Source: an optimization exercise on an open RTL-to-GDS flow (aim: small area). Production flows keep margins and buffers that such runs may drop.
At most, simulation tests tie the RTL to the original design; equivalence was not proved.
No functional check of the RTL was part of run 1.
No activity file was given, so power comes from the tool's default toggle rates.

==> flow/flow/run.sh <==
#!/bin/bash
# Layout flow: the standard synthesis, then the combinational logic of
# its netlist mapped again by ABC for area (registers left exactly as the
# standard synthesis made them), then the standard ORFS layout with the
# ports buffered by the smallest buffer. Each tool writes its own log here.
set -euo pipefail
R=orfs/results/sky130hd/wii_core/base
LIB=$FLOW_HOME/platforms/sky130hd/lib/sky130_fd_sc_hd__tt_025C_1v80.lib

bash standard.sh synth > synth.log 2>&1

# dont_use cells exactly as the standard synthesis passed them to ABC
DU=$(grep -h "^abc -script" orfs/logs/sky130hd/wii_core/base/1_2_yosys.log | head -1 | grep -o -- "-dont_use [^ ]*" | tr '\n' ' ')
cp $R/1_2_yosys.v reabc_in.v
sed -e "s|@LIB@|$LIB|g" -e "s|@DU@|$DU|g" flow/reabc.ys > reabc.ys
yosys -s reabc.ys > reabc.log 2>&1
cp reabc_out.v $R/1_2_yosys.v
rm -f $R/1_synth.odb $R/1_synth.sdc

export BUFFER_PORTS_ARGS="-buffer_cell sky130_fd_sc_hd__buf_1"
export CTS_ARGS="-sink_clustering_enable -repair_clock_nets -sink_clustering_size 24 -sink_clustering_max_diameter 100 -sink_buffer_max_cap_derate 0.4 -buf_list {sky130_fd_sc_hd__clkbuf_16}"
bash standard.sh finish > layout.log 2>&1
==> flow/flow/reabc.ys <==
# Map the combinational cells of the standard netlist again for area.
# Flip-flop cells are black boxes, so every register keeps its name and cell.
read_liberty -ignore_miss_func @LIB@
blackbox sky130_fd_sc_hd__dfxtp_1 sky130_fd_sc_hd__edfxtp_1 sky130_fd_sc_hd__dfrtp_1 sky130_fd_sc_hd__dfstp_1 sky130_fd_sc_hd__dfbbp_1 sky130_fd_sc_hd__dfxbp_1 sky130_fd_sc_hd__sdfxtp_1
read_verilog reabc_in.v
hierarchy -top wii_core
flatten
opt -purge
abc -liberty @LIB@ @DU@ -D 10000
opt_clean -purge
hilomap -singleton -hicell sky130_fd_sc_hd__conb_1 HI -locell sky130_fd_sc_hd__conb_1 LO
splitnets
opt_clean -purge
stat -liberty @LIB@
write_verilog -noattr -noexpr -nohex -nodec reabc_out.v
==> flow/standard.sh <==
#!/bin/bash
# synth_recipe.tcl (not shown) runs the flow's synth.tcl, then flattens the netlist and writes it again
# the make line also repeats each setting of config.mk as NAME=value (left out here)
make -C /OpenROAD-flow-scripts/flow DESIGN_CONFIG=/design/flow/config.mk WORK_HOME=/design/flow/orfs CLKGATE_MAP_FILE= SYNTH_SCRIPT=/design/flow/synth_recipe.tcl "${@:-finish}"
==> flow/config.mk <==
export PLATFORM = sky130hd
export DESIGN_NAME = wii_core
export DESIGN_NICKNAME = wii_core
export VERILOG_FILES = /design/flow/design.v
export SDC_FILE = /design/flow/constraint.sdc
export NUM_CORES = 4
export LEC_CHECK = 0
export ABC_AREA = 1
export CAP_MARGIN = 20
export CORE_MARGIN = 2
export CORE_UTILIZATION = 35
export PLACE_DENSITY = 0.6
export SLEW_MARGIN = 20
==> flow/constraint.sdc <==
create_clock -name core_clock -period 10.0 [get_ports {clk}]
set_input_delay 2.0000 -clock core_clock [delete_from_list [all_inputs] [get_ports {clk}]]
set_output_delay 2.0000 -clock core_clock [all_outputs]
set_load 0.01 [all_outputs]
==> flow/design.v <==
module wii_xport #(
    parameter W = 8,
    parameter D = 20
) (
    input  wire           clk,
    input  wire           wr,
    input  wire [W-1:0]   d,
    output wire [W-1:0]   q,
    output reg  [W*D-1:0] r
);
    assign q = r[W*D-1 -: W];
    always @(posedge clk)
        r <= {r[W*(D-1)-1:0], wr ? d : q};
endmodule
module wii_core (
    input  wire        clk,
    input  wire        rst,
    input  wire        cmd_valid,
    output wire        cmd_ready,
    input  wire [63:0] cmd_word,
    output wire        rsp_valid,
    output wire [3:0]  rsp_code,
    output reg  [31:0] rsp_data,
    output wire        ev_req,
    output reg  [3:0]  ev_op,
    output reg  [31:0] ev_arg,
    output wire [7:0]  ev_aux,
    input  wire        ev_done,
    input  wire [1:0]  ev_res,
    input  wire [7:0]  ev_rdata
);
    localparam [3:0] EV_NONE     = 4'd0,
                     EV_START    = 4'd1,
                     EV_STOP     = 4'd3,
                     EV_TX       = 4'd4,
                     EV_RX       = 4'd5,
                     EV_CONFIG   = 4'd6,
                     EV_TM_INIT  = 4'd7,
                     EV_DELAY_US = 4'd8,
                     EV_DELAY_MS = 4'd9;
    localparam [3:0] C_SUCCESS   = 4'h0,
                     C_UNSUPP    = 4'h1,
                     C_NOTINIT   = 4'h2,
                     C_I2C       = 4'h3,
                     C_IDMISM    = 4'h4,
                     C_UNKPARAM  = 4'h5,
                     C_INVALID   = 4'h6,
                     C_DISABLED  = 4'h8,
                     C_RELDIS    = 4'h9,
                     C_ILLEGAL   = 4'hF;
    localparam [2:0] K_UNKNOWN = 3'd0, K_UNSUPP = 3'd1, K_NUNCHUK = 3'd2,
                     K_CLASSIC = 3'd3, K_MPLUS = 3'd4, K_MP_NUN = 3'd5,
                     K_MP_CLA = 3'd6;
    localparam [1:0] S_NOTINIT = 2'd0, S_CONFIG = 2'd1, S_ACTIVE = 2'd2,
                     S_DISABLED = 2'd3;
    localparam [2:0] XO_W1E = 3'd0,    
                     XO_W1P = 3'd1,    
                     XO_W2  = 3'd2,    
                     XO_UNK = 3'd3,    
                     XO_RST = 3'd4,    
                     XO_RRAW= 3'd5,    
                     XO_RID = 3'd6;    
    localparam [1:0] RC_MAINT = 2'd0, RC_CONN = 2'd1, RC_QC = 2'd2;
    localparam [1:0] RQ_TOP = 2'd0, RQ_CONN_ID = 2'd1, RQ_CONN_HOME = 2'd2;
    localparam [6:0]
        M_IDLE     = {3'd0, 4'd0},
        M_RESP     = {3'd1, 4'd0},
        M_CLRI0    = {3'd2, 4'd0},
        M_CLRI1    = {3'd3, 4'd0},
        M_MAINT    = {3'd4, 4'd0},
        M_MCONN_RES= {3'd5, 4'd0},
        M_CFG      = {3'd6, 4'd0},
        M_CFG_RET  = {3'd7, 4'd0},
        M_QC       = {3'd0, 4'd2},
        M_CLRF0    = {3'd1, 4'd2},
        M_CLRF1    = {3'd2, 4'd2},
        M_CMT0     = {3'd3, 4'd2},
        M_CMT1     = {3'd4, 4'd2},
        M_UPD      = {3'd5, 4'd2},
        M_UA       = {3'd6, 4'd2},
        M_UB       = {3'd7, 4'd2},
        M_QC_RET   = {3'd0, 4'd10},
        M_ZERO0    = {3'd1, 4'd10},
        M_ZERO1    = {3'd2, 4'd10},
        M_UC       = {3'd3, 4'd10},
        M_HC0      = {3'd4, 4'd10},
        M_HC1      = {3'd5, 4'd10},
        X_RXW      = {3'd6, 4'd10},
        X_END      = {3'd7, 4'd10},
        X_START    = {3'd0, EV_START},
        X_RSTART   = {3'd1, EV_START},
        X_TSTOP    = {3'd0, EV_STOP},
        X_RSTOP    = {3'd1, EV_STOP},
        X_HDR      = {3'd0, EV_TX},
        X_REG      = {3'd1, EV_TX},
        X_VAL      = {3'd2, EV_TX},
        X_RHDR     = {3'd3, EV_TX},
        X_RX       = {3'd0, EV_RX},
        M_INIT_BT  = {3'd0, EV_CONFIG},
        M_INIT_TM  = {3'd0, EV_TM_INIT},
        X_TDLY     = {3'd0, EV_DELAY_US},
        X_BDLY     = {3'd1, EV_DELAY_US},
        X_RDLY     = {3'd2, EV_DELAY_US},
        M_CFG_DLY  = {3'd3, EV_DELAY_US},
        M_CONN_DLY = {3'd4, EV_DELAY_US},
        M_MRETRY   = {3'd0, EV_DELAY_MS};
    reg [6:0]  ms;
    reg        valid;
    reg [1:0]  status;
    reg [4:0]  fail_cnt;
    reg [2:0]  kind, kind_req;
    reg        encrypted, rel_en;
    reg [3:0]  ep_bus;
    reg [31:0] ep_clock_hz;
    reg [3:0]  r_code;
    reg        is_rd;         
    reg        sethome;
    reg [1:0]  ret_c, ret_q;
    reg        ret_m;         
    reg [3:0]  q_res;
    reg [2:0]  attempt;
    reg [2:0]  xop;
    reg        xfail;
    reg        flag;          
    reg [4:0]  idx;           
    reg [10:0] scr;           
    reg [4:0]  ptr;           
    reg [3:0]  rptr;          
    reg [3:0]  ph;            
    reg        c_cls, c_pt, c_zero;
    reg        h_cls, h_pt, h_zero;
    integer k;
    wire [7:0]  buf_q, stg_q;
    wire [8:0]  rel_q;
    wire [1:0]  relh_q;
    wire [5:0]  relh_r;
    wire [7:0]  snp_q;
    wire [159:0] buf_r, stg_r;
    wire [80:0] rel_r;
    wire [95:0] snp_r;
    reg         buf_wr, stg_wr, rel_wr, snp_wr;
    reg  [7:0]  buf_d, snp_d;
    reg  [10:0] rel_d;
    wii_xport #(.W(8), .D(20)) u_buf (.clk(clk), .wr(buf_wr), .d(buf_d), .q(buf_q), .r(buf_r));
    wii_xport #(.W(8), .D(20)) u_stg (.clk(clk), .wr(stg_wr), .d(scr[7:0]), .q(stg_q), .r(stg_r));
    wii_xport #(.W(9), .D(9)) u_rel (.clk(clk), .wr(rel_wr), .d(rel_d[8:0]), .q(rel_q), .r(rel_r));
    wii_xport #(.W(2), .D(3)) u_relh (.clk(clk), .wr(rel_wr), .d(rel_d[10:9]), .q(relh_q), .r(relh_r));
    wii_xport #(.W(8), .D(12)) u_snp (.clk(clk), .wr(snp_wr), .d(snp_d), .q(snp_q), .r(snp_r));
    wire [4:0] xlen = (xop == XO_RRAW) ? 5'd20 : 5'd6;
    wire       xwrite = ~xop[2];
    wire       dec_ok = (kind == K_NUNCHUK) || (kind == K_CLASSIC) ||
                        (kind == K_MP_NUN)  || (kind == K_MP_CLA);
    reg        d_sel;         
    reg [3:0]  fsel;
    reg [7:0]  p0, p1, p2, p3, p4, p5;
    reg        cls, pt, zr;
    reg [15:0] fv;
    reg [5:0]  lx, ly;
    reg        up, left;
    reg [15:0] b;
    always @(*) begin
        p0 = snp_r[88 +: 8];
        p1 = snp_r[80 +: 8];
        p2 = snp_r[72 +: 8];
        p3 = snp_r[64 +: 8];
        p4 = snp_r[56 +: 8];
        p5 = snp_r[48 +: 8];
        cls = d_sel ? h_cls : c_cls;
        pt  = d_sel ? h_pt  : c_pt;
        zr  = d_sel ? h_zero : c_zero;
        fv  = 16'd0;
        b   = 16'd0;
        if (!pt) begin
            lx = p0[5:0]; ly = p1[5:0]; up = p5[0]; left = p5[1];
        end else begin
            lx = {p0[5:1], 1'b0}; ly = {p1[5:1], 1'b0};
            up = p0[0]; left = p1[0];
        end
        if (!cls) begin
            if (!pt) begin
                b[5] = ~p5[0]; b[6] = ~p5[0]; b[4] = ~p5[1];
            end else begin
                b[5] = p5[2]; b[6] = p5[2]; b[4] = p5[3];
            end
            case (fsel)
                4'd0: fv = b;
                4'd3, 4'd5: fv = pt ? {8'd0, p0[7:1], 1'b0} : {8'd0, p0};
                4'd4, 4'd6: fv = pt ? {8'd0, p1[7:1], 1'b0} : {8'd0, p1};
                4'd7: fv = pt ? {6'd0, p2, p5[4], 1'b0} : {6'd0, p2, p5[3:2]};
                4'd8: fv = pt ? {6'd0, p3, p5[5], 1'b0} : {6'd0, p3, p5[5:4]};
                4'd9: fv = pt ? {6'd0, p4[7:1], p5[7], p5[6], 1'b0} : {6'd0, p4, p5[7:6]};
                default: fv = 16'd0;
            endcase
        end else begin
            b[15] = pt ^ ~p4[7];
            b[13] = pt ^ ~p4[6];
            b[7]  = pt ^ ~p4[5];
            b[10] = pt ^ ~p4[4];
            b[11] = pt ^ ~p4[3];
            b[9]  = pt ^ ~p4[2];
            b[8]  = pt ^ ~p4[1];
            b[5]  = pt ^ ~p5[7];
            b[1]  = pt ^ ~p5[6];
            b[3]  = pt ^ ~p5[5];
            b[0]  = pt ^ ~p5[4];
            b[2]  = pt ^ ~p5[3];
            b[6]  = pt ^ ~p5[2];
            b[14] = pt ^ ~left;
            b[12] = pt ^ ~up;
            case (fsel)
                4'd0: fv = b;
                4'd1: fv = {11'd0, p2[6:5], p3[7:5]};
                4'd2: fv = {11'd0, p3[4:0]};
                4'd3: fv = {10'd0, lx};
                4'd4: fv = {10'd0, ly};
                4'd5: fv = {11'd0, p0[7:6], p1[7:6], p2[7]};
                4'd6: fv = {11'd0, p2[4:0]};
                default: fv = 16'd0;
            endcase
        end
        if (zr) fv = 16'd0;
    end
    wire [7:0] c_idx = scr[7:0];
    wire c_rel = is_rd && c_idx[7];
    wire c_snp = is_rd && c_idx[6];
    wire c_buf = is_rd && !c_idx[7] && !c_idx[6] && (c_idx[5] || c_idx[4]);
    wire c_sml = is_rd && !c_idx[7] && !c_idx[6] && !c_idx[5] && !c_idx[4];
    wire [3:0] c_f = c_idx[3:0];
    wire [3:0] c_rslot = (c_f == 4'd9) ? 4'd0 : c_f;
    wire       c_rnz = (c_f != 4'd0) && (c_f <= 4'd9);
    wire       rd_align = (!c_buf || ptr == (c_idx[4:0] ^ 5'h10)) &&
                          (!c_rel || !c_rnz || rptr == c_rslot) &&
                          (!c_snp || ph == {1'b0, c_idx[5], c_idx[5], 1'b0});
    always @(*) begin
        rsp_data = 32'd0;
        if (c_sml) begin
            case (c_idx[2:0])
                3'd0: rsp_data = {30'd0, status};
                3'd1: rsp_data = {27'd0, fail_cnt};
                3'd2: rsp_data = {29'd0, kind};
                3'd3: rsp_data = {29'd0, kind_req};
                3'd4: rsp_data = {29'd0, 1'b1, rel_en, encrypted};
                3'd5: rsp_data = {12'd0, ep_bus, 2'b00, 2'd1, 1'b0, 1'b0, 10'h052};
                default: rsp_data = ep_clock_hz;
            endcase
        end
        if (c_buf)
            rsp_data = {24'd0, buf_q};
        if (c_rel && c_rnz)
            rsp_data = (c_f >= 4'd7) ? {{21{relh_q[1]}}, relh_q, rel_q} :
                                       {{23{rel_q[8]}}, rel_q};
        if (c_snp)
            rsp_data = {16'd0, fv};
    end
    wire [7:0] cw_op = cmd_word[7:0];
    wire [7:0] cw_idx = cmd_word[15:8];
    reg        cw_legal;
    always @(*) begin
        case (cw_op)
            8'h01:        cw_legal = (cmd_word[31:16] == 16'd0);
            8'h03, 8'h08: cw_legal = (cmd_word[63:16] == 48'd0);
            8'h02, 8'h04, 8'h05, 8'h06, 8'h07:
                          cw_legal = (cmd_word[63:8] == 56'd0);
            default:      cw_legal = 1'b0;
        endcase
    end
    wire rd_ok = (cw_idx <= 8'h06) ||
                 (cw_idx >= 8'h10 && cw_idx <= 8'h23) ||
                 (cw_idx >= 8'h40 && cw_idx <= 8'h4C) ||
                 (cw_idx >= 8'h60 && cw_idx <= 8'h6C) ||
                 (cw_idx >= 8'h80 && cw_idx <= 8'h8C);
    wire [3:0] ms_op = ms[3:0];
    assign ev_req = (ms_op != 4'd0) && (ms_op != 4'd2) && (ms_op <= 4'd9);
    assign ev_aux = (ms_op == EV_CONFIG) ? {2'd1, 2'b00, ep_bus} : 8'd0;
    always @(*) begin
        ev_op  = ms_op;
        ev_arg = 32'bx;
        case (ms)
            M_INIT_TM:  begin ev_arg = ep_clock_hz; end
            M_INIT_BT:  begin ev_arg = ep_clock_hz; end
            M_MRETRY:   begin ev_arg = 32'd500; end
            M_CFG_DLY:  begin ev_arg = 32'd1000; end
            M_CONN_DLY: begin ev_arg = 32'd20000; end
            X_START, X_RSTART, X_TSTOP, X_RSTOP: ev_arg = 32'd0;
            X_HDR:      begin ev_arg = 32'hA4; end
            X_RHDR:     begin ev_arg = 32'hA5; end
            X_REG: begin
                case (xop)
                    XO_W1E:  ev_arg = 32'h40;
                    XO_W1P:  ev_arg = 32'hF0;
                    XO_W2:   ev_arg = 32'hFB;
                    XO_RRAW: ev_arg = 32'h20;
                    XO_RID:  ev_arg = 32'hFA;
                    default: ev_arg = 32'h00;
                endcase
            end
            X_VAL: begin ev_arg = (xop == XO_W1P) ? 32'h55 : 32'h00; end
            X_RX:       begin ev_arg = 32'd1; end
            X_TDLY:     begin ev_arg = 32'd150; end
            X_BDLY:     begin ev_arg = 32'd250; end
            X_RDLY:     begin ev_arg = 32'd120; end
            default: ;
        endcase
    end
    assign cmd_ready = (ms == M_IDLE);
    assign rsp_valid = (ms == M_RESP) && rd_align;
    assign rsp_code  = r_code;
    wire tx_bad = (ev_res == 2'd2) || (ev_res == 2'd1);
    wire [7:0] deobf = (ev_rdata ^ 8'h17) + 8'h17;
    wire [10:0] diff = {1'b0, fv[9:0]} - scr;
    wire [3:0]  u_slot = (idx[3:0] == 4'd9) ? 4'd0 : idx[3:0];
    always @(*) begin
        buf_wr = 1'b0;
        buf_d  = 8'd0;
        stg_wr = (ms == X_RXW) && (ptr == idx);
        rel_wr = 1'b0;
        rel_d  = scr;
        snp_wr = 1'b0;
        snp_d  = stg_q;
        d_sel  = c_idx[5];
        fsel   = c_idx[3:0];
        case (ms)
            M_CLRI0, M_CLRI1: begin
                buf_wr = 1'b1;
                rel_wr = 1'b1;
                rel_d  = 11'd0;
            end
            M_CLRF1: buf_wr = 1'b1;
            M_CMT1: begin
                buf_wr = (ptr < xlen);
                buf_d  = stg_q;
                snp_wr = (xop == XO_RST) && dec_ok && (ptr == {1'b0, ph}) && (ptr < 5'd6);
            end
            M_UA: begin
                d_sel = 1'b1;
                fsel  = idx[3:0];
            end
            M_UB: begin
                d_sel  = 1'b0;
                fsel   = idx[3:0];
            end
            M_UC: rel_wr = (rptr == u_slot);
            M_HC1: begin
                snp_wr = (ph >= 4'd6);
                snp_d  = snp_r[40 +: 8];
            end
            M_ZERO0, M_ZERO1: begin
                rel_wr = 1'b1;
                rel_d  = 11'd0;
            end
            default: ;
        endcase
    end
    always @(posedge clk) begin
        ptr  <= (ptr == 5'd19) ? 5'd0 : ptr + 5'd1;
        rptr <= (rptr == 4'd8) ? 4'd0 : rptr + 4'd1;
        ph   <= (ph == 4'd11) ? 4'd0 : ph + 4'd1;
        if (rst) begin
            ms    <= M_IDLE;
            valid <= 1'b0;
            ptr   <= 5'd0;
            rptr  <= 4'd0;
            ph    <= 4'd0;
        end else begin
            case (ms)
            M_IDLE: if (cmd_valid) begin
                is_rd   <= 1'b0;
                sethome <= (cw_op == 8'h05);
                ret_m   <= 1'b0;
                ms      <= M_RESP;
                if (!cw_legal) begin
                    r_code <= C_ILLEGAL;
                end else begin
                    case (cw_op)
                    8'h01: begin
                        if (cmd_word[14:12] == K_UNSUPP || cmd_word[14:12] == 3'd7) begin
                            r_code <= C_UNSUPP;
                        end else begin
                            fail_cnt    <= 5'd0;
                            status      <= S_NOTINIT;
                            rel_en      <= 1'b0;
                            ep_bus      <= cmd_word[11:8];
                            ep_clock_hz <= cmd_word[63:32];
                            kind_req    <= cmd_word[14:12];
                            kind        <= cmd_word[14:12];
                            encrypted   <= ~cmd_word[15];
                            valid       <= 1'b1;
                            c_zero      <= 1'b1;
                            h_zero      <= 1'b1;
                            ms          <= M_CLRI0;
                        end
                    end
                    8'h02, 8'h03: begin
                        xop     <= (cw_op == 8'h02 || cw_idx == 8'd0) ? XO_RST :
                                   (cw_idx == 8'd1) ? XO_RRAW :
                                   (cw_idx == 8'd2) ? XO_RID : XO_UNK;
                        ret_q   <= RQ_TOP;
                        if (!valid) r_code <= C_NOTINIT;
                        else        ms     <= M_QC;
                    end
                    8'h04: begin
                        if (!valid) r_code <= C_NOTINIT;
                        else        ms     <= M_MAINT;
                    end
                    8'h05: begin
                        xop     <= XO_RST;
                        ret_q   <= RQ_TOP;
                        if (!valid)       r_code <= C_NOTINIT;
                        else if (!rel_en) r_code <= C_RELDIS;
                        else              ms     <= M_QC;
                    end
                    8'h06, 8'h07: begin
                        if (!valid) begin
                            r_code <= C_NOTINIT;
                        end else begin
                            rel_en <= (cw_op == 8'h06);
                            r_code <= C_SUCCESS;
                        end
                    end
                    default: begin  
                        r_code <= rd_ok ? C_SUCCESS : C_ILLEGAL;
                        is_rd <= rd_ok && valid;
                        scr   <= {3'd0, cw_idx};
                    end
                    endcase
                end
            end
            M_RESP: if (rd_align) ms <= M_IDLE;
            M_CLRI0: if (ptr == 5'd19) ms <= M_CLRI1;
            M_CLRI1: if (ptr == 5'd19) ms <= M_INIT_TM;
            M_INIT_TM: if (ev_done) ms <= M_INIT_BT;
            M_INIT_BT: if (ev_done) ms <= M_MAINT;
            M_MAINT: begin
                if (status == S_DISABLED) begin
                    if (!ret_m) r_code <= C_DISABLED;
                    ms <= M_RESP;
                end else if (fail_cnt > 5'd20) begin
                    status <= S_DISABLED;
                    if (!ret_m) r_code <= C_DISABLED;
                    ms <= M_RESP;
                end else if (fail_cnt > 5'd3) begin
                    status <= S_CONFIG;
                    ret_c  <= RC_MAINT;
                    ms     <= M_CFG;
                end else if (status == S_NOTINIT) begin
                    attempt <= 3'd1;
                    ret_c   <= RC_CONN;
                    ms      <= M_CFG;
                end else begin
                    status <= S_ACTIVE;
                    if (!ret_m) r_code <= C_SUCCESS;
                    ms <= M_RESP;
                end
            end
            M_MRETRY: if (ev_done) begin
                ret_c <= RC_CONN;
                ms    <= M_CFG;
            end
            M_MCONN_RES: begin
                if (q_res == C_SUCCESS || q_res == C_IDMISM) begin
                    status <= S_ACTIVE;
                    if (!ret_m) r_code <= q_res;
                    ms <= M_RESP;
                end else if (attempt == 3'd5) begin
                    if (!ret_m) r_code <= C_NOTINIT;
                    ms <= M_RESP;
                end else begin
                    attempt <= attempt + 3'd1;
                    ms      <= M_MRETRY;
                end
            end
            M_CFG: begin
                xop <= encrypted ? XO_W1E : XO_W1P;
                ms  <= X_START;
            end
            M_CFG_DLY: if (ev_done) begin
                xop <= XO_W2;
                ms  <= X_START;
            end
            M_CFG_RET: begin
                case (ret_c)
                    RC_MAINT: begin
                        if (!ret_m) r_code <= xfail ? C_I2C : C_SUCCESS;
                        ms <= M_RESP;
                    end
                    RC_CONN: begin
                        if (xfail) begin
                            q_res <= C_I2C;
                            ms    <= M_MCONN_RES;
                        end else begin
                            xop     <= XO_RID;
                            ret_q   <= RQ_CONN_ID;
                            ms      <= M_QC;
                        end
                    end
                    default: begin
                        xop <= XO_RST;
                        ms  <= X_START;
                    end
                endcase
            end
            M_QC: begin
                if (status == S_DISABLED) begin
                    q_res <= C_DISABLED;
                    ms    <= M_QC_RET;
                end else if (xop == XO_UNK) begin
                    q_res <= C_UNKPARAM;
                    ms    <= M_QC_RET;
                end else if (xop == XO_RST && (kind == K_CLASSIC || kind == K_MP_CLA)) begin
                    ret_c <= RC_QC;
                    ms    <= M_CFG;
                end else begin
                    ms <= X_START;
                end
            end
            M_CLRF0: if (ptr == 5'd19) ms <= M_CLRF1;
            M_CLRF1: if (ptr == 5'd19) begin
                fail_cnt <= fail_cnt + 5'd1;
                q_res    <= C_INVALID;
                ms       <= M_QC_RET;
            end
            M_CMT0: if (ptr == 5'd19) begin
                idx <= 5'd0;
                ms  <= M_CMT1;
            end
            M_CMT1: begin
                if (xop == XO_RST && dec_ok) begin
                    c_cls  <= (kind == K_CLASSIC) || (kind == K_MP_CLA);
                    c_pt   <= (kind == K_MP_NUN) || (kind == K_MP_CLA);
                    c_zero <= 1'b0;
                end
                if (xop == XO_RID && ret_q == RQ_CONN_ID) begin
                    case (ptr)
                        5'd0: flag <= (stg_q == 8'h00);
                        5'd1: flag <= flag & (stg_q == 8'h00);
                        5'd2: flag <= flag & (stg_q == 8'hA4);
                        5'd3: flag <= flag & (stg_q == 8'h20);
                        5'd4: begin
                            if (!flag)                 kind <= K_UNSUPP;
                            else if (stg_q == 8'h00)   kind <= K_NUNCHUK;
                            else if (stg_q == 8'h01)   kind <= K_CLASSIC;
                            else if (stg_q == 8'h04)   kind <= K_MPLUS;
                            else if (stg_q == 8'h05)   kind <= K_MP_NUN;
                            else if (stg_q == 8'h07)   kind <= K_MP_CLA;
                            else                       kind <= K_UNSUPP;
                        end
                        5'd5: begin
                            if ((kind == K_NUNCHUK && stg_q != 8'h00) ||
                                (kind == K_CLASSIC && stg_q != 8'h01) ||
                                ((kind == K_MPLUS || kind == K_MP_NUN || kind == K_MP_CLA) &&
                                 stg_q != 8'h05))
                                kind <= K_UNSUPP;
                        end
                        default: ;
                    endcase
                end
                if (ptr == 5'd19) idx <= idx + 5'd1;
                if (ptr == 5'd19 && idx == 5'd2) begin
                    fail_cnt <= 5'd0;
                    if (xop == XO_RST) begin
                        ms <= M_UPD;
                    end else begin
                        q_res <= C_SUCCESS;
                        ms    <= M_QC_RET;
                    end
                end
            end
            M_UPD: begin
                idx <= 5'd1;
                if (!dec_ok) begin
                    q_res <= C_UNSUPP;
                    ms    <= M_QC_RET;
                end else begin
                    q_res <= C_SUCCESS;
                    ms    <= rel_en ? M_UA : M_QC_RET;
                end
            end
            M_UA: if (ph == 4'd6) begin
                scr <= {1'b0, fv[9:0]};
                ms  <= M_UB;
            end
            M_UB: if (ph == 4'd0) begin
                scr <= diff;
                ms  <= M_UC;
            end
            M_UC: if (rptr == u_slot) begin
                idx <= idx + 5'd1;
                ms  <= (idx == 5'd9) ? M_QC_RET : M_UA;
            end
            M_QC_RET: begin
                case (ret_q)
                    RQ_TOP: begin
                        if (q_res == C_I2C || q_res == C_INVALID) begin
                            r_code <= q_res;
                            ret_m  <= 1'b1;
                            ms     <= M_MAINT;
                        end else begin
                            r_code <= q_res;
                            ms     <= M_RESP;
                            if (sethome && q_res == C_SUCCESS) begin
                                h_cls  <= c_cls;
                                h_pt   <= c_pt;
                                h_zero <= c_zero;
                                ms     <= M_HC0;
                            end
                        end
                    end
                    RQ_CONN_ID: begin
                        if (q_res != C_SUCCESS) begin
                            ms <= M_MCONN_RES;
                        end else if (kind_req != K_UNKNOWN && kind != kind_req) begin
                            q_res <= C_IDMISM;
                            ms    <= M_MCONN_RES;
                        end else begin
                            ms <= M_CONN_DLY;
                        end
                    end
                    default: begin  
                        ms <= M_MCONN_RES;
                        if (q_res == C_SUCCESS) begin
                            h_cls  <= c_cls;
                            h_pt   <= c_pt;
                            h_zero <= c_zero;
                            ms     <= M_HC0;
                        end
                        q_res <= C_SUCCESS;
                    end
                endcase
            end
            M_HC0: if (ph == 4'd5) ms <= M_HC1;
            M_HC1: if (ph == 4'd11) begin
                if (rel_en)                ms <= M_ZERO0;
                else if (ret_q == RQ_TOP)  ms <= M_RESP;
                else                       ms <= M_MCONN_RES;
            end
            M_ZERO0: if (rptr == 4'd8) ms <= M_ZERO1;
            M_ZERO1: if (rptr == 4'd8) ms <= (ret_q == RQ_TOP) ? M_RESP : M_MCONN_RES;
            M_CONN_DLY: if (ev_done) begin
                xop     <= XO_RST;
                ret_q   <= RQ_CONN_HOME;
                ms      <= M_QC;
            end
            X_START: if (ev_done) begin
                xfail <= (ev_res == 2'd1);
                ms    <= (ev_res == 2'd1) ? X_END : X_HDR;
            end
            X_HDR: if (ev_done) begin
                if (tx_bad) begin
                    xfail <= 1'b1;
                    ms    <= X_TDLY;
                end else begin
                    ms <= X_REG;
                end
            end
            X_REG: if (ev_done) begin
                if (tx_bad) begin
                    xfail <= 1'b1;
                    ms    <= X_TDLY;
                end else begin
                    ms <= xwrite ? X_VAL : X_TDLY;
                end
            end
            X_VAL: if (ev_done) begin
                if (tx_bad) xfail <= 1'b1;
                ms <= X_TDLY;
            end
            X_TDLY: if (ev_done) ms <= X_TSTOP;
            X_TSTOP: if (ev_done) ms <= (xfail || xwrite) ? X_END : X_BDLY;
            X_BDLY: if (ev_done) ms <= X_RSTART;
            X_RSTART: if (ev_done) begin
                if (ev_res == 2'd1) begin
                    xfail <= 1'b1;
                    ms    <= X_END;
                end else begin
                    ms <= X_RHDR;
                end
            end
            X_RHDR: if (ev_done) begin
                idx  <= 5'd0;
                flag <= 1'b1;
                if (tx_bad) begin
                    xfail <= 1'b1;
                    ms    <= X_RDLY;
                end else begin
                    ms <= X_RX;
                end
            end
            X_RX: if (ev_done) begin
                if (ev_res == 2'd1) begin
                    xfail <= 1'b1;
                    ms    <= X_RDLY;
                end else begin
                    scr  <= {3'd0, encrypted ? deobf : ev_rdata};
                    flag <= flag & (ev_rdata == 8'hFF);
                    ms   <= X_RXW;
                end
            end
            X_RXW: if (ptr == idx) begin
                idx <= idx + 5'd1;
                ms  <= (idx + 5'd1 == xlen) ? X_RDLY : X_RX;
            end
            X_RDLY: if (ev_done) ms <= X_RSTOP;
            X_RSTOP: if (ev_done) ms <= X_END;
            X_END: begin
                case (xop)
                    XO_W1E, XO_W2: ms <= M_CFG_RET;
                    XO_W1P: ms <= xfail ? M_CFG_RET : M_CFG_DLY;
                    default: begin
                        if (xfail) begin
                            fail_cnt <= fail_cnt + 5'd1;
                            q_res    <= C_I2C;
                            ms       <= M_QC_RET;
                        end else if (flag) begin
                            ms <= M_CLRF0;
                        end else begin
                            ms <= M_CMT0;
                        end
                    end
                endcase
            end
            default: ms <= M_IDLE;
            endcase
        end
    end
endmodule
==> impl_metrics.py, run 1 <==
metrics = {
    "pwr": {
        "ir_drop_mv": 0.169,
        "p_total_mw": 5.50,
        "p_seq_frac": 0.541,
        "p_switching_mw": 1.71,
        "leakage_nw": 8.17,
        "internal-power_mw": 3.79,
        "p_clk_frac": 0.270,
        "power.density_nw_per_um2": 242,
        "switching_share": 0.311,
        "p_comb_frac": 0.190,
    },
    "clock_network": {
        "clk_latency_ps": 580,
        "path_clk_slew_ps": 90,
        "root_buffer": "clkbuf_16",
        "cts-resized-gates": 0,
        "htreeDepth": 2,
        "cts_hold_buf": 0,
        "cts_tree": "done",
        "post_cts_buffers": 0,
        "cts_made_buffers": 34,
        "cts_max_path_buffers": 3,
        "cts.sinks": 620,
    },
    "synth": {
        "avgSynthCellArea_um2": 11.3,
        "netlist_area_um2": 19900,
        "synth_cells": 1763,
        "synth_warnings": 5,
    },
    "critical_path": {
        "cp-end-kind": "output port",
        "worstPathArrival_ps": 5420,
        "cp_max_fo": 21,
        "cp.required_ps": 8000,
        "worstPathCellList": "or4b_1 -> nor4_1 -> or2_0 -> nor3_1 -> a21o_1 -> a32o_1 -> o21ai_0 -> a21oi_1 -> buf_1",
        "start_kind": "flip-flop",
        "cp_slowest_cell": "nor4_1",
        "critPathKind": "reg2out",
        "cpPeakStageDelay_ps": 820,
    },
    "detailed_routing": {
        "firstDrtPassIters": 7,
        "wire_per_inst_um": 24.4,
        "remaining_drc_errors": 0,
        "ant_nets": 0,
        "drtIter0Drc": 1721,
        "vias_per_cell": 5.55,
        "routed-via-count": 15262,
        "wl_um": 67200,
    },
    "layout": {
        "regArea_um2": 13400,
        "syn_to_final_growth_pct": 13.9,
        "drive_gt1_frac": 0.0381,
        "fill_cells": 5552,
        "final_area_um2": 22700,
        "multi_input_area_um2": 6490,
        "num-nets-final": 2059,
    },
    "floorplanning": {
        "dieArea_um2": 58800,
        "num_rows": 87,
        "initial_utilization": 0.354,
        "die_x_um": 243,
        "dieHeight_um": 243,
        "core_area_um2": 56300,
        "ios": 161,
    },
    "timing": {
        "setup_tns_ps": 0,
        "setup_ws_ps": 2580,
        "finalCritPeriodShare": 0.742,
        "skew_ps": 33.5,
        "final_hold_viol_count": 0,
        "slew_violations": 0,
        "worst_slew_pin_slew_ps": 1140,
        "finalSetupViolations": 0,
        "rsz0062_at_grt": "false",
        "slew_headroom": 0.236,
        "max_freq_ghz": 0.135,
        "min_period_ps": 7420,
    },
    "global_route": {
        "grtUsageTotal": 0.222,
        "grt_pass1_wl_um": 97500,
        "antenna_found_initial": 2,
        "grt-ovfl-total": 0,
        "grt_pass1_vias": 14341,
        "grt_max_degree": 43,
    },
    "min_path": {
        "hold_class": "reg2reg",
    },
    "run_status": {
        "status": "finished clean",
    },
    "flow_run": {
        "cap_violations": 0,
    },
    "placed_design": {
        "placedInstanceArea_um2": 21700,
        "dp_hpwl_um": 51100,
        "gp_congestion": 1.01,
        "port_buffers": 157,
        "place_ws_ps": 3310,
    },
}
-- cell type report --
class | instances | share of cell area
timing repair buffer | 180 | 0.0336
clock inverter | 13 | 0.00584
clock buffer | 35 | 0.0386
tap | 756 | 0.0417
multi-input combinational | 1115 | 0.286
antenna | 1 | 0.000110
inverter | 30 | 0.00496
sequential | 620 | 0.589
-- placed cells by master (no fill, tap or decap), drive strengths merged, types with 8 or more instances in the layout --
cell,count
a31oi,11
nor4b,8
o21ai,77
nand2,161
nor2,158
a221oi,17
nor2b,16
clkinv,30
nand4,25
a21oi,113
dfxtp,524
o31ai,16
or3,10
nor3,84
a222oi,14
buf,179
o211ai,11
o22ai,9
a22o,13
a211oi,11
mux2i,12
clkbuf,36
xnor2,28
nand2b,8
edfxtp,96
o21a,17
nor4,40
or4,9
inv,12
o2111ai,8
or2,9
and3,26
and2,36
a21o,9
xor2,19
nand3,43
-- sequential cells by signal, summed over array words and instances (netlist names), 5 cells and up --
| signal | flops |
|---|---|
| u_snp.r | 96 |
| ms | 7 |
| u_buf.r | 160 |
| fail_cnt | 5 |
| idx | 5 |
| u_stg.r | 160 |
| u_relh.r | 6 |
| scr | 11 |
| ptr | 5 |
| u_rel.r | 81 |
| ep_clock_hz | 32 |
-- worst paths after layout --
path	end	slack (ps)	cells after the start	from
max	rsp_data[5]	2580	9	ms[1]
min	u_rel.r[14]	300	0	u_rel.r[5]
max reg2reg	scr[10]	3440	16	ms[1]
min reg2reg	u_rel.r[14]	300	0	u_rel.r[5]
-- stage by stage --
stage | instances | util | hold slack [ps]
after detailed placement | 2701 | 0.385 | 312
after global routing | 2749 | 0.403 | 322
after floorplan | 1765 | - | 310
final | 2750 | 0.403 | 301
after CTS | 2749 | 0.403 | 308
after global placement | 2701 | 0.385 | 310
-- metal layers --
layer,up-vias,global-route usage,routed length [µm]
li1,6919,-,-
met5,-,0,14
met1,7473,0.303,28800
met2,711,0.355,30700
met4,2,0.0959,3000
met3,157,0.0295,4740
-- critical path, delay by kind of cell, from the launching register on --
| family | cells | cell delay (ps) |
|---|---|---|
| AO/OA/AOI/OAI | 4 | 1370 |
| buffers and inverters | 1 | 210 |
| AND/OR/NAND/NOR | 4 | 2590 |
| flip-flops | 1 | 670 |
-- power by group through the flow --
| stage | Sequential, mW | Combinational, mW | Clock, mW |
|---|---|---|---|
| final | 2.97 | 1.04 | 1.48 |
| after global routing | 3.00 | 1.11 | 1.61 |
| after CTS | 2.98 | 1.01 | 1.53 |
| after detailed placement | 3.03 | 1.01 | 0 |
| after global placement | 3.02 | 1.02 | 0 |
| after floorplan | 2.98 | 0.579 | 0 |
==> inputs of run 2 (changes only) <==
--- a/flow/design.v
+++ b/flow/design.v
@@ -127,8 +127,8 @@
     reg [4:0]  ptr;           
     reg [3:0]  rptr;          
     reg [3:0]  ph;            
-    reg        c_cls, c_pt, c_zero;
-    reg        h_cls, h_pt, h_zero;
+    reg        c_cls, c_pt;
+    reg        h_cls, h_pt;
     integer k;
     wire [7:0]  buf_q, stg_q;
     wire [8:0]  rel_q;
@@ -153,7 +153,7 @@
     reg        d_sel;         
     reg [3:0]  fsel;
     reg [7:0]  p0, p1, p2, p3, p4, p5;
-    reg        cls, pt, zr;
+    reg        cls, pt;
     reg [15:0] fv;
     reg [5:0]  lx, ly;
     reg        up, left;
@@ -167,7 +167,6 @@
         p5 = snp_r[48 +: 8];
         cls = d_sel ? h_cls : c_cls;
         pt  = d_sel ? h_pt  : c_pt;
-        zr  = d_sel ? h_zero : c_zero;
         fv  = 16'd0;
         b   = 16'd0;
         if (!pt) begin
@@ -218,7 +217,6 @@
                 default: fv = 16'd0;
             endcase
         end
-        if (zr) fv = 16'd0;
     end
     wire [7:0] c_idx = scr[7:0];
     wire c_rel = is_rd && c_idx[7];
@@ -324,6 +322,8 @@
                 buf_wr = 1'b1;
                 rel_wr = 1'b1;
                 rel_d  = 11'd0;
+                snp_wr = 1'b1;
+                snp_d  = (ph == 4'd5 || ph == 4'd11) ? 8'h03 : 8'h00;
             end
             M_CLRF1: buf_wr = 1'b1;
             M_CMT1: begin
@@ -385,8 +385,10 @@
                             kind        <= cmd_word[14:12];
                             encrypted   <= ~cmd_word[15];
                             valid       <= 1'b1;
-                            c_zero      <= 1'b1;
-                            h_zero      <= 1'b1;
+                            c_cls       <= 1'b0;
+                            c_pt        <= 1'b0;
+                            h_cls       <= 1'b0;
+                            h_pt        <= 1'b0;
                             ms          <= M_CLRI0;
                         end
                     end
@@ -527,7 +529,6 @@
                 if (xop == XO_RST && dec_ok) begin
                     c_cls  <= (kind == K_CLASSIC) || (kind == K_MP_CLA);
                     c_pt   <= (kind == K_MP_NUN) || (kind == K_MP_CLA);
-                    c_zero <= 1'b0;
                 end
                 if (xop == XO_RID && ret_q == RQ_CONN_ID) begin
                     case (ptr)
@@ -600,7 +601,6 @@
                             if (sethome && q_res == C_SUCCESS) begin
                                 h_cls  <= c_cls;
                                 h_pt   <= c_pt;
-                                h_zero <= c_zero;
                                 ms     <= M_HC0;
                             end
                         end
@@ -620,7 +620,6 @@
                         if (q_res == C_SUCCESS) begin
                             h_cls  <= c_cls;
                             h_pt   <= c_pt;
-                            h_zero <= c_zero;
                             ms     <= M_HC0;
                         end
                         q_res <= C_SUCCESS;
--- a/flow/flow/run.sh
+++ b/flow/flow/run.sh
@@ -18,5 +18,5 @@
 rm -f $R/1_synth.odb $R/1_synth.sdc
 
 export BUFFER_PORTS_ARGS="-buffer_cell sky130_fd_sc_hd__buf_1"
-export CTS_ARGS="-sink_clustering_enable -repair_clock_nets -sink_clustering_size 24 -sink_clustering_max_diameter 100 -sink_buffer_max_cap_derate 0.4 -buf_list {sky130_fd_sc_hd__clkbuf_16}"
+export CTS_ARGS="-sink_clustering_enable -repair_clock_nets -sink_clustering_size 16 -sink_clustering_max_diameter 60 -sink_buffer_max_cap_derate 0.4 -buf_list {sky130_fd_sc_hd__clkbuf_8 sky130_fd_sc_hd__clkbuf_16}"
 bash standard.sh finish > layout.log 2>&1
==> run 2 against run 1 <==
Effect of this change:
- worst hold slack better by 14 ps
- synthesized cell count down 1.3%
- critical path type unchanged
- highest routed layer unchanged
- count of clock-buffer cells in the layout up 19
- via count down 0.77%
- routed wire length down 7.4%
- still clean on timing, DRC and antenna
==> impl_metrics.py, run 2 <==
metrics = {
    "timing": {
        "finalSetupViolations": 0,
        "final_hold_viol_count": 0,
        "finalCritPeriodShare": 0.747,
        "slew_headroom": 0.223,
        "slew_violations": 0,
        "worst_slew_pin_slew_ps": 1160,
        "setup_tns_ps": 0,
        "skew_ps": 29.6,
        "max_freq_ghz": 0.134,
        "rsz0062_at_grt": "false",
        "min_period_ps": 7470,
    },
    "detailed_routing": {
        "remaining_drc_errors": 0,
        "routed-via-count": 15145,
        "wire_per_inst_um": 22.6,
        "vias_per_cell": 5.49,
        "firstDrtPassIters": 7,
        "drtIter0Drc": 1740,
        "wl_um": 62200,
        "ant_nets": 0,
    },
    "floorplanning": {
        "core_area_um2": 56100,
        "initial_utilization": 0.352,
        "dieArea_um2": 58300,
        "ios": 161,
        "die_x_um": 241,
        "num_rows": 87,
        "dieHeight_um": 241,
    },
    "synth": {
        "synth_cells": 1740,
        "netlist_area_um2": 19700,
        "synth_warnings": 5,
        "avgSynthCellArea_um2": 11.3,
    },
    "layout": {
        "fill_cells": 5431,
        "drive_gt1_frac": 0.0521,
        "final_cell_mix": "524 x dfxtp_1, 187 x nand2_1, 156 x buf_1",
        "final_common_cell": "dfxtp_1",
        "largest_registers": "u_buf.r (160), u_stg.r (160), u_snp.r (96)",
        "num-nets-final": 2055,
        "final_area_um2": 22500,
        "syn_to_final_growth_pct": 14.1,
    },
    "clock_network": {
        "path_clk_slew_ps": 90,
        "cts-resized-gates": 0,
        "cts_tree": "done",
        "cts.sinks": 618,
        "cts_hold_buf": 0,
        "cts_made_buffers": 52,
        "cts_max_path_buffers": 3,
        "post_cts_buffers": 0,
        "root_buffer": "clkbuf_8",
        "htreeDepth": 2,
        "clk_latency_ps": 690,
    },
    "global_route": {
        "grtUsageTotal": 0.208,
        "grt-ovfl-total": 0,
        "grt_pass1_vias": 14011,
        "grt_max_degree": 41,
        "antenna_found_initial": 3,
        "grt_pass1_wl_um": 90000,
    },
    "pwr": {
        "internal-power_mw": 3.55,
        "p_clk_frac": 0.252,
        "p_seq_frac": 0.505,
        "ir_drop_mv": 0.112,
        "power.density_nw_per_um2": 242,
        "switching_share": 0.350,
        "p_switching_mw": 1.91,
        "p_comb_frac": 0.244,
        "leakage_nw": 7.95,
    },
    "critical_path": {
        "cp.required_ps": 8000,
        "r2r_slack_ps": 3860,
        "endpoint": "rsp_data[3]",
        "worstPathArrival_ps": 5470,
        "path_common_cell": "o21ai_0",
        "critPathKind": "reg2out",
        "cp_top_family": "simple AND/OR/NAND/NOR gates",
        "rr_endpoint": "scr[9]",
        "worst-path-stages": 10,
        "cp_max_fo": 15,
        "cp-end-kind": "output port",
        "worstPathCellList": "or4b_1 -> nor4_1 -> o211ai_1 -> nor3_1 -> clkinv_1 -> o211a_1 -> o21ai_0 -> nand2_1 -> o21ai_0 -> buf_1",
        "r2r-start": "ms[1]",
        "cpPeakStageDelay_ps": 770,
        "cp_num_buf_inv": 2,
        "cp-startpoint": "ms[1]",
        "rr_worst_depth": 14,
        "cp_slowest_cell": "or4b_1",
        "start_kind": "flip-flop",
    },
    "min_path": {
        "hold_class": "reg2reg",
    },
    "placed_design": {
        "dp_hpwl_um": 47200,
        "port_buffers": 157,
        "placedInstanceArea_um2": 21500,
        "gp_congestion": 0.982,
    },
    "run_status": {
        "status": "finished clean",
    },
    "flow_run": {
        "cap_violations": 0,
    },
}
==> run 2: routing by layer <==
layer / track usage / wire, µm
met1: 0.281 / 26800
met2: 0.324 / 27100
met3: 0.0443 / 5860
met4: 0.0881 / 2570
met5: 0 / 12
==> run 2: final cells by class <==
cell class	instances	area, µm²	area share
tap	756	946	0.0420
clock inverter	21	235	0.0105
multi-input combinational	1091	6360	0.282
timing repair buffer	181	783	0.0348
inverter	33	124	0.00550
sequential	618	13300	0.591
clock buffer	54	743	0.0330
antenna	3	7.51	0.000334
==> run 2: worst min-delay path by stage <==
stage                  from           end  slack, ps  depth (start not counted)
3_3_place_gp   u_stg.r[143]  u_stg.r[151]        310                          0
5_1_grt         u_stg.r[78]   u_stg.r[86]        330                          0
3_5_place_dp   u_buf.r[121]  u_buf.r[129]        310                          0
6_report       u_buf.r[129]  u_buf.r[137]        310                          0
4_1_cts         u_stg.r[36]   u_stg.r[44]        320                          0
2_1_floorplan   u_buf.r[92]  u_buf.r[100]        310                          0
==> run 2: power groups by stage <==
stage	clock network [mW]	logic [mW]	registers (mW)
final	1.37	1.33	2.76
after floorplan	0	0.775	2.76
after global routing	1.51	1.43	2.77
after global placement	0	1.30	2.80
after CTS	1.42	1.30	2.75
after detailed placement	0	1.29	2.81
==> run 2: per-stage QoR <==
step	total power [mW]	hold WS [ps]	std cells	setup WS [ps]	util
floorplan	3.54	310	1742	3420	-
global placement	4.10	310	2678	3450	0.383
detailed placement	4.10	312	2678	3300	0.383
CTS	5.47	323	2753	2530	0.401
global route	5.71	326	2754	2170	0.401
finish	5.46	314	2757	2530	0.402
==> inputs of run 3 (changes only) <==
--- a/flow/flow/run.sh
+++ b/flow/flow/run.sh
@@ -18,5 +18,5 @@
 rm -f $R/1_synth.odb $R/1_synth.sdc
 
 export BUFFER_PORTS_ARGS="-buffer_cell sky130_fd_sc_hd__buf_1"
-export CTS_ARGS="-sink_clustering_enable -repair_clock_nets -sink_clustering_size 16 -sink_clustering_max_diameter 60 -sink_buffer_max_cap_derate 0.4 -buf_list {sky130_fd_sc_hd__clkbuf_8 sky130_fd_sc_hd__clkbuf_16}"
+export CTS_ARGS="-sink_clustering_enable -repair_clock_nets -sink_clustering_size 14 -sink_clustering_max_diameter 100 -sink_buffer_max_cap_derate 0.4 -buf_list {sky130_fd_sc_hd__clkbuf_8 sky130_fd_sc_hd__clkbuf_16}"
 bash standard.sh finish > layout.log 2>&1
==> run 3 against run 2 <==
Effect of this change:
- still clean
- first-iteration DRC count grew 6.4%
- register-to-register slack gained 30 ps
- power shrank 2.3%
- clock skew grew 8.7 ps
- die area is the same
- fmax grew 0.91%
- count of clock-buffer cells in the layout shrank 2
- critical path type unchanged
- critical endpoint unchanged
- largest power group unchanged
- highest routed layer unchanged
==> impl_metrics.py, run 3 <==
metrics = {
    "detailed_routing": {
        "vias_per_cell": 5.52,
        "wl_met1_um": 26400,
        "wl_met3_um": 5990,
        "routed-wl-met2_um": 27000,
        "wire_per_inst_um": 22.7,
        "drtIter0Drc": 1852,
        "remaining_drc_errors": 0,
        "wl_um": 62300,
        "firstDrtPassIters": 8,
        "ant_nets": 0,
        "routed-via-count": 15171,
        "highest_layer": "met5",
    },
    "critical_path": {
        "rr_endpoint": "scr[9]",
        "worstPathArrival_ps": 5400,
        "cp_num_buf_inv": 2,
        "cp.required_ps": 8000,
        "r2r-start": "ms[1]",
        "cp_slowest_cell": "or4b_1",
        "cp-startpoint": "ms[1]",
        "r2r_slack_ps": 3890,
        "cp-end-kind": "output port",
        "rr_worst_depth": 14,
        "start_kind": "flip-flop",
        "path_common_cell": "o21ai_0",
        "cp_max_fo": 15,
        "worstPathCellList": "or4b_1 -> nor4_1 -> o211ai_1 -> nor3_1 -> clkinv_1 -> o211a_1 -> o21ai_0 -> nand2_1 -> o21ai_0 -> buf_1",
        "cp_top_family": "simple AND/OR/NAND/NOR gates",
        "critPathKind": "reg2out",
        "cpPeakStageDelay_ps": 770,
    },
    "floorplanning": {
        "core_area_um2": 56100,
        "die_x_um": 241,
        "initial_utilization": 0.352,
        "dieArea_um2": 58300,
        "dieHeight_um": 241,
        "ios": 161,
        "num_rows": 87,
    },
    "timing": {
        "final_hold_viol_count": 0,
        "slew_violations": 0,
        "setup_ws_ps": 2600,
        "setup_tns_ps": 0,
        "min_period_ps": 7400,
        "max_freq_ghz": 0.135,
        "whs_ps": 315,
        "finalSetupViolations": 0,
        "finalCritPeriodShare": 0.740,
        "worst_slew_pin_slew_ps": 1120,
        "skew_ps": 38.2,
        "rsz0062_at_grt": "false",
        "slew_headroom": 0.250,
    },
    "min_path": {
        "hold_class": "reg2reg",
        "holdPathEnd": "u_buf.r[159]",
        "min-delay-start": "u_buf.r[151]",
        "min_path_cells": 0,
    },
    "clock_network": {
        "cts-resized-gates": 0,
        "htreeDepth": 2,
        "cts_tree": "done",
        "path_clk_slew_ps": 80,
        "cts_max_path_buffers": 3,
        "post_cts_buffers": 0,
        "cts_made_buffers": 51,
        "cts_hold_buf": 0,
        "root_buffer": "clkbuf_8",
        "clk_latency_ps": 660,
        "cts.sinks": 618,
    },
    "pwr": {
        "power.density_nw_per_um2": 239,
        "ir_drop_mv": 0.0996,
        "leakage_nw": 7.89,
    },
    "layout": {
        "final_area_um2": 22300,
        "final_common_cell": "dfxtp_1",
        "fill_cells": 5453,
        "drive_gt1_frac": 0.0467,
        "syn_to_final_growth_pct": 13.3,
        "largest_registers": "u_buf.r (160), u_stg.r (160), u_snp.r (96)",
        "final_core_utilization": 0.399,
        "num-nets-final": 2054,
        "final_cell_mix": "524 x dfxtp_1, 187 x nand2_1, 156 x buf_1",
    },
    "placed_design": {
        "gp_congestion": 0.982,
        "port_buffers": 157,
        "place_ws_ps": 3300,
        "dp_hpwl_um": 47200,
        "placedInstanceArea_um2": 21500,
    },
    "flow_run": {
        "cap_violations": 0,
    },
    "global_route": {
        "antenna_found_initial": 4,
        "grt_pass1_vias": 14106,
        "grtUsageTotal": 0.208,
        "grt_max_degree": 41,
        "grt-ovfl-total": 0,
        "grt_pass1_wl_um": 90100,
    },
    "synth": {
        "netlist_area_um2": 19700,
        "avgSynthCellArea_um2": 11.3,
        "synth_warnings": 5,
        "synth_cells": 1740,
    },
    "run_status": {
        "status": "finished clean",
    },
}
==> run 3: changes by cell type in the layout (fill, tap and decap cells not counted), sizes merged <==
| cell | delta |
|---|---|
| inv | +1 |
| clkbuf | -2 |
| clkinv | -7 |
| diode | -1 |
==> run 3: area by class of cell <==
cell class                 count  area (µm²)  share of cell area
sequential                   618       13300               0.596
clock buffer                  52         716              0.0320
timing repair buffer         181         783              0.0351
antenna                        2        5.00            0.000224
tap                          756         946              0.0423
inverter                      33         124             0.00554
multi-input combinational   1091        6360               0.285
clock inverter                15        97.6             0.00437
==> run 3: per-stage QoR <==
step | power, mW | cells
CTS | 5.35 | 2745
detailed placement | 4.10 | 2678
global placement | 4.10 | 2678
finish | 5.33 | 2748
floorplan | 3.54 | 1742
global route | 5.59 | 2746
==> run 3: where the power goes <==
| group | total (mW) | internal, mW | switching (mW) |
|---|---|---|---|
| Combinational | 1.33 | 0.393 | 0.936 |
| Clock | 1.25 | 0.484 | 0.762 |
| Sequential | 2.76 | 2.62 | 0.136 |
| Total | 5.33 | 3.50 | 1.83 |
==> run 3: worst max-delay path by stage <==
stage / endpoint / cells past startpoint / slack, ps
6_report: rsp_data[3] / 10 / 2600
4_1_cts: rsp_data[3] / 10 / 2570
3_3_place_gp: rsp_data[3] / 10 / 3450
5_1_grt: rsp_data[3] / 10 / 2200
3_5_place_dp: rsp_data[3] / 10 / 3300
2_1_floorplan: encrypted / 12 / 3420
==> run 3: layer usage <==
layer	track usage	vias to the layer above
met5	0	-
met1	0.280	7218
met4	0.0913	4
met2	0.323	920
li1	-	6857
met3	0.0436	172
==> inputs of run 4 (changes only) <==
--- a/flow/design.v
+++ b/flow/design.v
@@ -127,8 +127,8 @@
     reg [4:0]  ptr;           
     reg [3:0]  rptr;          
     reg [3:0]  ph;            
-    reg        c_cls, c_pt;
-    reg        h_cls, h_pt;
+    reg        c_cls;
+    reg        h_cls;
     integer k;
     wire [7:0]  buf_q, stg_q;
     wire [8:0]  rel_q;
@@ -152,72 +152,84 @@
                         (kind == K_MP_NUN)  || (kind == K_MP_CLA);
     reg        d_sel;         
     reg [3:0]  fsel;
-    reg [7:0]  p0, p1, p2, p3, p4, p5;
-    reg        cls, pt;
+    reg [7:0]  q0, q1, q2, q3, q4, q5;
+    reg        cls;
     reg [15:0] fv;
-    reg [5:0]  lx, ly;
-    reg        up, left;
     reg [15:0] b;
     always @(*) begin
-        p0 = snp_r[88 +: 8];
-        p1 = snp_r[80 +: 8];
-        p2 = snp_r[72 +: 8];
-        p3 = snp_r[64 +: 8];
-        p4 = snp_r[56 +: 8];
-        p5 = snp_r[48 +: 8];
+        q0 = snp_r[88 +: 8];
+        q1 = snp_r[80 +: 8];
+        q2 = snp_r[72 +: 8];
+        q3 = snp_r[64 +: 8];
+        q4 = snp_r[56 +: 8];
+        q5 = snp_r[48 +: 8];
         cls = d_sel ? h_cls : c_cls;
-        pt  = d_sel ? h_pt  : c_pt;
         fv  = 16'd0;
         b   = 16'd0;
-        if (!pt) begin
-            lx = p0[5:0]; ly = p1[5:0]; up = p5[0]; left = p5[1];
-        end else begin
-            lx = {p0[5:1], 1'b0}; ly = {p1[5:1], 1'b0};
-            up = p0[0]; left = p1[0];
-        end
         if (!cls) begin
-            if (!pt) begin
-                b[5] = ~p5[0]; b[6] = ~p5[0]; b[4] = ~p5[1];
-            end else begin
-                b[5] = p5[2]; b[6] = p5[2]; b[4] = p5[3];
-            end
+            b[5] = q5[0]; b[6] = q5[0]; b[4] = q5[1];
             case (fsel)
                 4'd0: fv = b;
-                4'd3, 4'd5: fv = pt ? {8'd0, p0[7:1], 1'b0} : {8'd0, p0};
-                4'd4, 4'd6: fv = pt ? {8'd0, p1[7:1], 1'b0} : {8'd0, p1};
-                4'd7: fv = pt ? {6'd0, p2, p5[4], 1'b0} : {6'd0, p2, p5[3:2]};
-                4'd8: fv = pt ? {6'd0, p3, p5[5], 1'b0} : {6'd0, p3, p5[5:4]};
-                4'd9: fv = pt ? {6'd0, p4[7:1], p5[7], p5[6], 1'b0} : {6'd0, p4, p5[7:6]};
+                4'd3, 4'd5: fv = {8'd0, q0};
+                4'd4, 4'd6: fv = {8'd0, q1};
+                4'd7: fv = {6'd0, q2, q5[3:2]};
+                4'd8: fv = {6'd0, q3, q5[5:4]};
+                4'd9: fv = {6'd0, q4, q5[7:6]};
                 default: fv = 16'd0;
             endcase
         end else begin
-            b[15] = pt ^ ~p4[7];
-            b[13] = pt ^ ~p4[6];
-            b[7]  = pt ^ ~p4[5];
-            b[10] = pt ^ ~p4[4];
-            b[11] = pt ^ ~p4[3];
-            b[9]  = pt ^ ~p4[2];
-            b[8]  = pt ^ ~p4[1];
-            b[5]  = pt ^ ~p5[7];
-            b[1]  = pt ^ ~p5[6];
-            b[3]  = pt ^ ~p5[5];
-            b[0]  = pt ^ ~p5[4];
-            b[2]  = pt ^ ~p5[3];
-            b[6]  = pt ^ ~p5[2];
-            b[14] = pt ^ ~left;
-            b[12] = pt ^ ~up;
+            b[15] = q4[7];
+            b[13] = q4[6];
+            b[7]  = q4[5];
+            b[10] = q4[4];
+            b[11] = q4[3];
+            b[9]  = q4[2];
+            b[8]  = q4[1];
+            b[5]  = q5[7];
+            b[1]  = q5[6];
+            b[3]  = q5[5];
+            b[0]  = q5[4];
+            b[2]  = q5[3];
+            b[6]  = q5[2];
+            b[14] = q5[1];
+            b[12] = q5[0];
             case (fsel)
                 4'd0: fv = b;
-                4'd1: fv = {11'd0, p2[6:5], p3[7:5]};
-                4'd2: fv = {11'd0, p3[4:0]};
-                4'd3: fv = {10'd0, lx};
-                4'd4: fv = {10'd0, ly};
-                4'd5: fv = {11'd0, p0[7:6], p1[7:6], p2[7]};
-                4'd6: fv = {11'd0, p2[4:0]};
+                4'd1: fv = {11'd0, q2[6:5], q3[7:5]};
+                4'd2: fv = {11'd0, q3[4:0]};
+                4'd3: fv = {10'd0, q0[5:0]};
+                4'd4: fv = {10'd0, q1[5:0]};
+                4'd5: fv = {11'd0, q0[7:6], q1[7:6], q2[7]};
+                4'd6: fv = {11'd0, q2[4:0]};
                 default: fv = 16'd0;
             endcase
         end
     end
+    wire       k_pt = (kind == K_MP_NUN) || (kind == K_MP_CLA);
+    wire [7:0] stg_s18 = stg_r[8*18 +: 8];
+    wire [7:0] stg_s4  = stg_r[8*4 +: 8];
+    wire [7:0] stg_s3  = stg_r[8*3 +: 8];
+    reg  [7:0] snp_ld;
+    always @(*) begin
+        snp_ld = stg_q;
+        case (ptr)
+            5'd0, 5'd1: if (k_pt) snp_ld = {stg_q[7:1], 1'b0};
+            5'd4: begin
+                if (kind == K_MP_NUN)       snp_ld = {stg_q[7:1], stg_s18[7]};
+                else if (kind == K_CLASSIC) snp_ld = ~stg_q;
+            end
+            5'd5: begin
+                case (kind)
+                    K_NUNCHUK: snp_ld = stg_q ^ 8'h03;
+                    K_MP_NUN:  snp_ld = {stg_q[6], 1'b0, stg_q[5], 1'b0, stg_q[4], 1'b0,
+                                         stg_q[3], stg_q[2]};
+                    K_CLASSIC: snp_ld = ~stg_q;
+                    default:   snp_ld = {stg_q[7:2], stg_s3[0], stg_s4[0]};
+                endcase
+            end
+            default: ;
+        endcase
+    end
     wire [7:0] c_idx = scr[7:0];
     wire c_rel = is_rd && c_idx[7];
     wire c_snp = is_rd && c_idx[6];
@@ -314,7 +326,7 @@
         rel_wr = 1'b0;
         rel_d  = scr;
         snp_wr = 1'b0;
-        snp_d  = stg_q;
+        snp_d  = snp_ld;
         d_sel  = c_idx[5];
         fsel   = c_idx[3:0];
         case (ms)
@@ -323,7 +335,7 @@
                 rel_wr = 1'b1;
                 rel_d  = 11'd0;
                 snp_wr = 1'b1;
-                snp_d  = (ph == 4'd5 || ph == 4'd11) ? 8'h03 : 8'h00;
+                snp_d  = 8'h00;
             end
             M_CLRF1: buf_wr = 1'b1;
             M_CMT1: begin
@@ -386,9 +398,7 @@
                             encrypted   <= ~cmd_word[15];
                             valid       <= 1'b1;
                             c_cls       <= 1'b0;
-                            c_pt        <= 1'b0;
                             h_cls       <= 1'b0;
-                            h_pt        <= 1'b0;
                             ms          <= M_CLRI0;
                         end
                     end
@@ -528,7 +538,6 @@
             M_CMT1: begin
                 if (xop == XO_RST && dec_ok) begin
                     c_cls  <= (kind == K_CLASSIC) || (kind == K_MP_CLA);
-                    c_pt   <= (kind == K_MP_NUN) || (kind == K_MP_CLA);
                 end
                 if (xop == XO_RID && ret_q == RQ_CONN_ID) begin
                     case (ptr)
@@ -600,7 +609,6 @@
                             ms     <= M_RESP;
                             if (sethome && q_res == C_SUCCESS) begin
                                 h_cls  <= c_cls;
-                                h_pt   <= c_pt;
                                 ms     <= M_HC0;
                             end
                         end
@@ -619,7 +627,6 @@
                         ms <= M_MCONN_RES;
                         if (q_res == C_SUCCESS) begin
                             h_cls  <= c_cls;
-                            h_pt   <= c_pt;
                             ms     <= M_HC0;
                         end
                         q_res <= C_SUCCESS;
--- a/flow/flow/run.sh
+++ b/flow/flow/run.sh
@@ -18,5 +18,5 @@
 rm -f $R/1_synth.odb $R/1_synth.sdc
 
 export BUFFER_PORTS_ARGS="-buffer_cell sky130_fd_sc_hd__buf_1"
-export CTS_ARGS="-sink_clustering_enable -repair_clock_nets -sink_clustering_size 14 -sink_clustering_max_diameter 100 -sink_buffer_max_cap_derate 0.4 -buf_list {sky130_fd_sc_hd__clkbuf_8 sky130_fd_sc_hd__clkbuf_16}"
+export CTS_ARGS="-sink_clustering_enable -repair_clock_nets -sink_clustering_size 28 -sink_clustering_max_diameter 80 -sink_buffer_max_cap_derate 0.4 -buf_list {sky130_fd_sc_hd__clkbuf_16}"
 bash standard.sh finish > layout.log 2>&1
==> run 4 against run 3 <==
Effect of this change:
- still clean on timing, DRC and antenna
- worst hold slack worse by 14 ps
- critical path depth stayed put
- power rose by 4.1%
- synthesized area shrank 1.1%
- worst setup slack better by 630 ps
- sequential power grew 3%
- routed wire length rose by 1.6%
- register-to-register slack gained 120 ps
- first-iteration DRC count down 29%
- die area shrank 1.1%
==> impl_metrics.py, run 4 <==
metrics = {
    "floorplanning": {
        "die_x_um": 240,
        "num_rows": 86,
        "ios": 161,
        "dieHeight_um": 240,
        "initial_utilization": 0.354,
        "core_area_um2": 55100,
        "dieArea_um2": 57700,
    },
    "clock_network": {
        "cts_tree": "done",
        "root_buffer": "clkbuf_16",
        "cts_hold_buf": 0,
        "path_clk_slew_ps": 100,
        "cts_max_path_buffers": 3,
        "htreeDepth": 2,
        "post_cts_buffers": 0,
        "clk_latency_ps": 580,
        "cts_made_buffers": 34,
        "cts.sinks": 616,
        "cts-resized-gates": 0,
    },
    "pwr": {
        "p_total_mw": 5.55,
        "leakage_nw": 8.16,
        "power.density_nw_per_um2": 247,
        "ir_drop_mv": 0.137,
    },
    "critical_path": {
        "cp.required_ps": 8000,
        "critPathKind": "reg2out",
        "cpPeakStageDelay_ps": 910,
        "cp_max_fo": 17,
        "worstPathCellList": "or4b_1 -> nor2_1 -> a21oi_1 -> nor3_1 -> o21ai_0 -> nand3_1 -> and2_0 -> nor2_1 -> a31oi_1 -> buf_1",
        "cp-end-kind": "output port",
        "worstPathArrival_ps": 4770,
        "start_kind": "flip-flop",
        "r2r_slack_ps": 4010,
        "r2r-start": "ms[1]",
        "cp_slowest_cell": "nor3_1",
        "path_common_cell": "nor2_1",
        "rr_worst_depth": 15,
        "cp-startpoint": "ms[1]",
    },
    "timing": {
        "skew_ps": 33.3,
        "min_period_ps": 6770,
        "final_hold_viol_count": 0,
        "rsz0062_at_grt": "false",
        "slew_headroom": 0.282,
        "max_freq_ghz": 0.148,
        "finalSetupViolations": 0,
        "slew_violations": 0,
        "finalCritPeriodShare": 0.677,
        "worst_slew_pin_slew_ps": 1070,
        "setup_tns_ps": 0,
    },
    "global_route": {
        "grtUsageTotal": 0.219,
        "grt_pass1_vias": 13855,
        "met3_usage": 0.0409,
        "top_usage_layer": "met2",
        "antenna_found_initial": 2,
        "grt-ovfl-total": 0,
        "grt_max_degree": 33,
        "grt_pass1_wl_um": 92200,
        "grt_use_met2": 0.354,
        "grtUsageMet1": 0.279,
    },
    "detailed_routing": {
        "firstDrtPassIters": 6,
        "routed-via-count": 14629,
        "ant_nets": 0,
        "wl_um": 63300,
        "wire_per_inst_um": 23.4,
        "drtIter0Drc": 1317,
        "remaining_drc_errors": 0,
        "vias_per_cell": 5.40,
    },
    "layout": {
        "syn_to_final_growth_pct": 15.1,
        "fill_cells": 5414,
        "largest_registers": "u_buf.r (160), u_stg.r (160), u_snp.r (96)",
        "final_core_utilization": 0.408,
        "num-nets-final": 2020,
        "drive_gt1_frac": 0.0424,
        "final_cell_mix": "524 x dfxtp_1, 162 x nor2_1, 157 x buf_1",
        "final_common_cell": "dfxtp_1",
        "post_layout_nonfiller_instances": 2707,
    },
    "synth": {
        "netlist_area_um2": 19500,
        "avgSynthCellArea_um2": 11.3,
        "synth_warnings": 5,
        "synth_cells": 1723,
    },
    "placed_design": {
        "place_inst": 2653,
        "gp_congestion": 0.997,
        "dp_hpwl_um": 48200,
        "port_buffers": 157,
    },
    "min_path": {
        "min-delay-start": "u_stg.r[55]",
        "hold_class": "reg2reg",
        "min_path_cells": 0,
    },
    "run_status": {
        "status": "finished clean",
    },
    "flow_run": {
        "cap_violations": 0,
    },
}
run 4: critical path, delay by kind of cell (launching register included):
family                 cells  cell delay (ps)
flip-flops                 1              650
buffers and inverters      1              190
AO/OA/AOI/OAI              3              740
AND/OR/NAND/NOR            6             2600
run 4: final cells by class:
cell class	instances	area [µm²]	area share
diodes	1	2.50	0.000111
clock buffers	37	926	0.0412
clock inverters	15	245	0.0109
inverters	26	97.6	0.00435
multi-input cells	1083	6220	0.277
flip-flops and latches	616	13300	0.590
well taps	748	936	0.0417
repair buffers	181	782	0.0348
run 4: worst paths after layout:
kind / endpoint
setup / recovery: rsp_data[1]
hold / removal: u_stg.r[63]
setup reg to reg: scr[9]
hold reg to reg: u_stg.r[63]
run 4: layer usage:
| metal | wire length [µm] | share of wire |
|---|---|---|
| met1 | 26900 | 0.42 |
| met4 | 3510 | 0.056 |
| met2 | 29200 | 0.46 |
| met3 | 3650 | 0.058 |
| met5 | 15 | 0.00024 |
run 4: power by group:
| group | internal [mW] | total (mW) | switching (mW) |
|---|---|---|---|
| registers | 2.66 | 2.83 | 0.176 |
| clock network | 0.720 | 1.59 | 0.869 |
| logic | 0.355 | 1.13 | 0.773 |
run 4: stage by stage:
stage          area, µm²  hold WS [ps]  worst slack, ps
2_1_floorplan      19500           310             4190
3_3_place_gp       21300           309             4010
3_5_place_dp       21300           312             3930
4_1_cts            22400           307             3270
5_1_grt            22500           313             2960
6_report           22500           301             3230

re-timing with driven ports:
The results above use ideal ports. As a check the final layouts listed here were re-extracted and re-timed, cells and wires unchanged.
Step 1 sets driving cells, clkbuf_16 on the clock port and buf_2 on the other inputs (assumed; they add their load-dependent delay and slew).
Step 2 times the ports against the registers' clock, not the clock port: input delays grow and output delays shrink by t, the midpoint of the rising clock arrivals with the driver on.
Three values: ideal ports, drivers, drivers and shift; two values: the first two.
run | t, ns | slack for setup (ns) | worst setup path after step 2 | worst register clock-pin slew, ns
run 1 | 0.620 | 2.583 / 2.526 / 3.146 | register to output | 0.10 / 0.10
run 2 | 0.722 | 2.532 / 2.480 / 3.201 | register to output | 0.11 / 0.11
run 3 | 0.698 | 2.599 / 2.542 / 3.240 | register to output | 0.11 / 0.11
run 4 | 0.625 | 3.229 / 3.176 / 3.800 | register to output | 0.10 / 0.10
After both steps every run listed still meets setup and hold.
